Context: an optimization exercise on an open-source flow, tuned for small area. The choices shown serve that exercise and are no tape-out recipe. Power is estimated from default activity; no workload was simulated.

Design hsv_cycle_core, start of the top module:
module hsv_cycle_core (
    input  wire        clk,
    input  wire        rst,           
    input  wire        cmd_valid,
    output wire        cmd_ready,
    input  wire [63:0] cmd_data,
    output wire        rsp_valid,
    input  wire        rsp_ready,
    output wire [63:0] rsp_data,
    output wire        chw_valid,
    input  wire        chw_ready,
    output wire [17:0] chw_data
);
    localparam [3:0] S_IDLE = 4'd0;
    localparam [3:0] S_STEP = 4'd1;    
    localparam [3:0] S_FILL = 4'd2;    
    localparam [3:0] S_DIV  = 4'd3;    
    localparam [3:0] S_LD   = 4'd4;    
    localparam [3:0] S_MUL  = 4'd5;    
    localparam [3:0] S_D1   = 4'd6;    
    localparam [3:0] S_D2   = 4'd7;    
    localparam [3:0] S_RHO  = 4'd8;    
    localparam [3:0] S_DR   = 4'd9;    
    localparam [3:0] S_DQ   = 4'd10;   
    localparam [3:0] S_CLP  = 4'd11;   
    localparam [3:0] S_SH   = 4'd12;   
    localparam [3:0] S_ACC  = 4'd13;   
    localparam [3:0] S_CHW  = 4'd14;   
    localparam [3:0] S_RSP  = 4'd15;   
    reg [3:0]  st;
    reg [4:0]  cnt;
    reg [4:0]  ph;                
    reg [1:0]  ch;
    reg        wph;               
    reg        fresh;             
    reg        post;              
    reg        fin;               
    reg [1:0]  code;
    reg        inited;
    reg [2:0]  err;               
    reg [31:0] seed;              
    reg [8:0]  hue;
    reg [2:0]  stepc;
    reg [2:0]  speed;
    reg [7:0]  sat;
    reg [7:0]  val;
    reg [31:0] P;
    reg [7:0]  r8;                
    reg [7:0]  C;
    reg [2:0]  region;
    reg [2:0]  S;
    reg        cy;
    reg [1:0]  kc;
    reg        bw;
    reg        cq;
    wire [3:0] op      = cmd_data[63:60];
    wire       is_init = (op == 4'h1);
    wire       is_adv  = (op == 4'h2);
  ...
Size in the first run: about 1000 cells after synthesis, about 150 flip-flops, ~9600 sq um of cells after synthesis.
clock: 120.0 ns
lec_check: 0
cap_margin: 20
core_margin: 2
core_utilization: 40
cts_buf_list: sky130_fd_sc_hd__clkbuf_8
slew_margin: 20
run.sh (not shown) runs the stock make flow with config.mk's settings and CLKGATE_MAP_FILE= SYNTH_SCRIPT=/design/flow/synth_recipe.tcl, a recipe that flattens the netlist after the stock synthesis.
The first run produced a clean layout.
==> next run, changes <==
--- a/flow/design.v
+++ b/flow/design.v
@@ -31,13 +31,12 @@
     reg [4:0]  cnt;
     reg [4:0]  ph;                
     reg [1:0]  ch;
     reg        wph;               
     reg        fresh;             
     reg        post;              
-    reg        fin;               
     reg [1:0]  code;
     reg        inited;
     reg [2:0]  err;               
     reg [31:0] seed;              
     reg [8:0]  hue;
     reg [2:0]  stepc;
@@ -49,13 +48,12 @@
     reg [7:0]  C;
     reg [2:0]  region;
     reg [2:0]  S;
     reg        cy;
     reg [1:0]  kc;
     reg        bw;
-    reg        cq;
     wire [3:0] op      = cmd_data[63:60];
     wire       is_init = (op == 4'h1);
     wire       is_adv  = (op == 4'h2);
     wire       is_ns   = (op == 4'h3);
     wire       is_conv = (op == 4'h4);
     wire       is_clmp = (op == 4'h5);
@@ -175,13 +173,13 @@
     wire       xb    = xs[0];
     wire       rho_t = ~t[3] & ~t[2] & ~(t[1] & t[0]) & S[t[1:0]];
     wire       bwin  = (t != 4'd0) & bw;
     wire       zb    = xb ^ rho_t ^ bwin;
     wire       zbw   = (~xb & (rho_t | bwin)) | (rho_t & bwin);
     wire       qm2   = w2 & P[30];
-    wire       cqin  = (t != 4'd0) & cq;
+    wire       cqin  = (t != 4'd0) & cy;
     wire       qb    = zb ^ qm2 ^ cqin;
     wire       qcy   = (qb & qm2) | (cqin & (qb ^ qm2));
     wire       gbit  = is_init ? cbit : seed[0];
     wire       g3x   = is_init ? (cnt[0] ? cmd_data[31] : cmd_data[30]) : seed[30];
     wire       step_bit = ((cnt != 5'd0) & cy) ^ ((cnt[4:1] == 4'd0) & g3x) ^ ~(cnt[0] ^ cnt[2]);
     reg  [2:0] ucoef;
@@ -302,13 +300,12 @@
             case (st)
                 S_IDLE: begin
                     cnt   <= 5'd0;
                     ch    <= 2'd0;
                     wph   <= 1'b0;
                     post  <= 1'b0;
-                    fin   <= 1'b0;
                     if (cmd_valid && (!need_ph || ph == 5'd31)) begin
                         r8 <= 8'd0;
                         if (illegal) begin
                             err[0] <= 1'b1;
                             code   <= 2'd1;
                             st     <= S_FILL;
@@ -394,17 +391,19 @@
                     C   <= asum[7:0] ^ {8{inv_ld}};
                     cnt <= 5'd0;
                     if (src_w && !wph) begin
                         wph <= 1'b1;
                         st  <= S_MUL;
                     end else if (!post && ch == 2'd0) begin
-                        r8 <= asum[7:0];
-                        ch <= 2'd1;
-                        st <= S_LD;
+                        r8  <= asum[7:0];
+                        ch  <= 2'd1;
+                        wph <= 1'b0;
+                        st  <= S_LD;
                     end else begin
-                        st <= kind_r ? S_DR : S_RHO;
+                        wph <= 1'b0;
+                        st  <= kind_r ? S_DR : S_RHO;
                     end
                 end
                 S_RHO: begin
                     C <= {C[0], C[7:1]};
                     S <= smod;
                     if (cnt == 5'd7) begin
@@ -420,13 +419,13 @@
                     end
                 end
                 S_DQ: begin
                     C  <= {C[0], C[7:1]};
                     kc <= xs[2:1];
                     bw <= zbw;
-                    cq <= qcy;
+                    cy <= qcy;
                     if (cnt == 5'd15) begin
                         cnt <= 5'd0;
                         if (kind_b && qb)
                             st <= S_CLP;
                         else
                             st <= (!post && last_ch) ? S_ACC : S_SH;
@@ -438,15 +437,14 @@
                         st  <= (!post && last_ch) ? S_ACC : S_SH;
                     end
                 end
                 S_SH: begin
                     if (cnt == 5'd15) begin
                         cnt <= 5'd0;
-                        wph <= 1'b0;
                         if (post) begin
-                            st <= fin ? S_RSP : S_CHW;
+                            st <= wph ? S_RSP : S_CHW;
                         end else begin
                             ch <= ch + 2'd1;
                             st <= S_LD;
                         end
                     end
                 end
@@ -458,13 +456,13 @@
                 end
                 S_CHW: begin
                     cnt <= 5'd0;
                     wph <= 1'b0;
                     if (chw_ready) begin
                         if (last_ch) begin
-                            fin <= 1'b1;
+                            wph <= 1'b1;
                             st  <= S_SH;
                         end else begin
                             ch <= ch + 2'd1;
                             st <= S_LD;
                         end
                     end
Outcome:
- routed wire length increases by 1.5%
- final cell count decreases by 1.8%
- sequential share of layout area decreases by 0.42 points
- clock skew barely changes
- worst setup slack loses 0.26 ns
- cell area decreases by 0.31%
- critical path depth increases by 5
- area after synthesis hardly moves
- die area stays flat
- sequential power increases by about 1%
- fmax decreases by 0.88%
- synthesized cell count decreases by 2.2%
- register-to-register slack loses 0.12 ns
- global-route usage increases by 0.29 points
No functional check of the RTL was part of any run of this note.

* * *

Setup of trial 45:
Another version of the RTL of hsv_cycle_core (not shown whole).
Size in the first run: roughly 150 flip-flops.
==> flow/design.v (excerpt) <==
module hsv_cycle_core (
    input  wire        clk,
    input  wire        rst,           
    input  wire        cmd_valid,
    output wire        cmd_ready,
    input  wire [63:0] cmd_data,
    output wire        rsp_valid,
    input  wire        rsp_ready,
    output wire [63:0] rsp_data,
    output wire        chw_valid,
    input  wire        chw_ready,
    output wire [17:0] chw_data
);
==> flow/config.mk <==
export PLATFORM = sky130hd
export DESIGN_NAME = hsv_cycle_core
export DESIGN_NICKNAME = hsv_cycle_core
export VERILOG_FILES = /design/flow/design.v
export SDC_FILE = /design/flow/constraint.sdc
export NUM_CORES = 4
export LEC_CHECK = 0
export CAP_MARGIN = 20
export CORE_MARGIN = 2
export CORE_UTILIZATION = 40
export CTS_BUF_LIST = sky130_fd_sc_hd__clkbuf_8
export SLEW_MARGIN = 20
==> flow/constraint.sdc <==
create_clock -name core_clock -period 120.0 [get_ports {clk}]
set_input_delay 24.0000 -clock core_clock [delete_from_list [all_inputs] [get_ports {clk}]]
set_output_delay 24.0000 -clock core_clock [all_outputs]
set_load 0.01 [all_outputs]
standard.sh (not shown) runs the stock make flow with config.mk's settings and CLKGATE_MAP_FILE= SYNTH_SCRIPT=/design/flow/synth_recipe.tcl, a recipe that flattens the netlist after the stock synthesis.
==> flow/flow/run.sh <==
#!/bin/bash
# The standard layout (standard.sh, unchanged synthesis and steps) with two
# settings of its own:
#  - port buffers: buf_1 instead of the default choice (every input and output
#    port still gets its own buffer);
#  - clock tree: clkbuf_8 buffers, no dummy loads.
# Each tool's output is in standard.log (and ORFS's per-step logs under orfs/logs).
set -o pipefail
export BUFFER_PORTS_ARGS="-buffer_cell sky130_fd_sc_hd__buf_1"
export CTS_ARGS="-sink_clustering_enable -repair_clock_nets -buf_list sky130_fd_sc_hd__clkbuf_8 -dont_use_dummy_load"
bash standard.sh > standard.log 2>&1
Changes in trial 34 relative to trial 45:
--- a/flow/design.v
+++ b/flow/design.v
@@ -125,38 +125,36 @@
             4'd4: hbit = h_src[4];
             4'd5: hbit = h_src[5];
             4'd6: hbit = h_src[6];
             4'd7: hbit = h_src[7];
             default: hbit = h_src[8];
         endcase
     end
     wire       cbit = cmd_data[cnt];
-    wire [5:0] rh   = ((st == S_DIV) && (cnt[3:0] == 4'd7)) ? 6'd0 : C[6:1];
-    wire [6:0] rr   = {rh, hbit};
+    wire [6:0] rr   = {((cnt[3:0] == 4'd7) ? 6'd0 : C[5:0]), hbit};
     wire       q60  = rr[6] | (rr[5] & rr[4] & rr[3] & rr[2]);     
     wire       in_ld  = (st == S_LD);
     wire       in_mul = (st == S_MUL);
     wire       in_d1  = (st == S_D1);
     wire       in_d2  = (st == S_D2);
     wire       do_rem = in_ld & src_w;
     wire       sel_s  = (st == S_FILL) ? n[0] : in_ld ? ~src_v : (~src_p & ~wph);
     wire [7:0] A      = sel_s ? s_src : v_src;
     wire       gate_a = (in_ld & ~src_w) | (in_mul & C[0]);
     wire [7:0] H      = P[31:24];   
     wire       in_div = (st == S_DIV);
-    wire       in_idle = (st == S_IDLE);             
-    wire [7:0] aa     = (in_div | do_rem) ? {rh, hbit & in_div, 1'b0} :
-                        in_idle ? hue[7:0] :
+    wire [7:0] aa     = in_div ? {1'b0, rr} :
+                        do_rem ? {C[5:0], 2'b00} :
                         (((in_mul & (cnt != 5'd0)) | in_d1 | in_d2) ? H : 8'd0);
-    wire [7:0] bb     = in_div ? {q60, 3'b000, q60, 3'b000} :
+    wire [7:0] bb     = in_div ? {q60, q60, 3'b000, q60, 2'b00} :
                         in_d1  ? C :
-                        do_rem ? {3'd0, C[7:3]} :
+                        do_rem ? {4'd0, C[5:2]} :
                         (gate_a ? A : 8'd0);
-    wire       cin    = in_d1 | (in_d2 & cy) | (in_idle & hstep);
+    wire       cin    = in_d1 | (in_d2 & cy);
     wire [8:0] asum   = {1'b0, aa} + {1'b0, bb} + {8'd0, cin};
     wire       inv_ld = in_ld ? (src_p | (src_w & ~region[0])) : (src_w & ~wph);
     wire [3:0] t     = cnt[3:0];
     wire       c255  = &C;
     wire       w12   = ~(t[3] & t[2] & (t[1] | t[0]));    
     wire       w13   = ~(t[3] & t[2] & t[1]);             
     wire       w2    = t[3] | t[2] | t[1];                
     wire       ta    = kind_g ? (C[3] & w12) : (C[2] & w13);
@@ -247,17 +245,17 @@
             3'd0: sc_inc = 3'd1;
             3'd1: sc_inc = 3'd2;
             3'd2: sc_inc = 3'd3;
             3'd3: sc_inc = 3'd4;
             default: sc_inc = 3'd5;
         endcase
     end
     wire       hstep  = (sc_inc == speed);
-    wire [8:0] hs_inc = {hue[8] ^ asum[8], asum[7:0]};
+    wire [8:0] hs_inc = hue + {8'd0, hstep};
     wire       wrap   = hstep & (hue == 9'd359);
     wire       need_ph = is_init | is_ns | is_rd | (is_adv & wrap);
     reg        p_slot, p_all, p_b;
     always @(*) begin
         p_slot = 1'b0;
         p_all  = 1'b0;
         p_b    = 1'b0;
         case (st)
Results
[diff] overall die area, trial 34 relative to trial 45: regression
Compared trial 34 vs trial 45, and multi-input gate share of the layout cell area is up in trial 34.
Count of inserted tapcells for trial 34: 12% up relative to trial 45
Relative to trial 45, trial 34 degrades core outline area.
Compare trial 34 and trial 45 | final standard cell area without fillers lower: trial 45
Global-route usage over all layers in trial 34 vs trial 45: down 0.75 points
Trial 34 against trial 45; global-route wire length before repair is down slightly.
Final core area utilization across trial 34 and trial 45: no real change.
Diff trial 45 -> trial 34: power consumption went down 0.035 mW, clock network contribution to total cell area held.
No functional check of the RTL was part of any run of this note.

[re-timing with driven ports]
Ports are ideal in the flow. The routed layouts listed here were re-timed in OpenROAD. Step 1 assumes that a clkbuf_16 drives the clock port and a buf_2 every other input. Step 2, shift: input delay + t, output delay - t, t = (earliest + latest rising clock arrival at the registers) / 2. This alone moves slack from input paths to output paths. Slacks: ideal ports / drivers / drivers and shift; pairs: ideal ports / drivers.
run	t (ns)	setup slack, ns	worst hold slack (ns)	clock arrival spread, ns	slew at the worst register clock pin (ns)
the first run of note 1	0.512	90.553 / 90.567 / 90.054	0.326 / 0.326 / 0.326	0.019 / 0.019	0.10 / 0.10
the second run of note 1	0.504	90.291 / 90.316 / 89.812	0.322 / 0.322 / 0.322	0.019 / 0.019	0.10 / 0.10
trial 45	0.482	90.491 / 90.505 / 90.023	0.296 / 0.296 / 0.296	0.034 / 0.034	0.10 / 0.10
trial 34	0.485	90.679 / 90.695 / 90.210	0.281 / 0.281 / 0.281	0.050 / 0.050	0.11 / 0.11
After both steps every run listed still meets setup and hold. The setup slack of the first run of note 1, which loses most, moves by +0.014 ns with the drivers and by -0.499 ns with both steps.
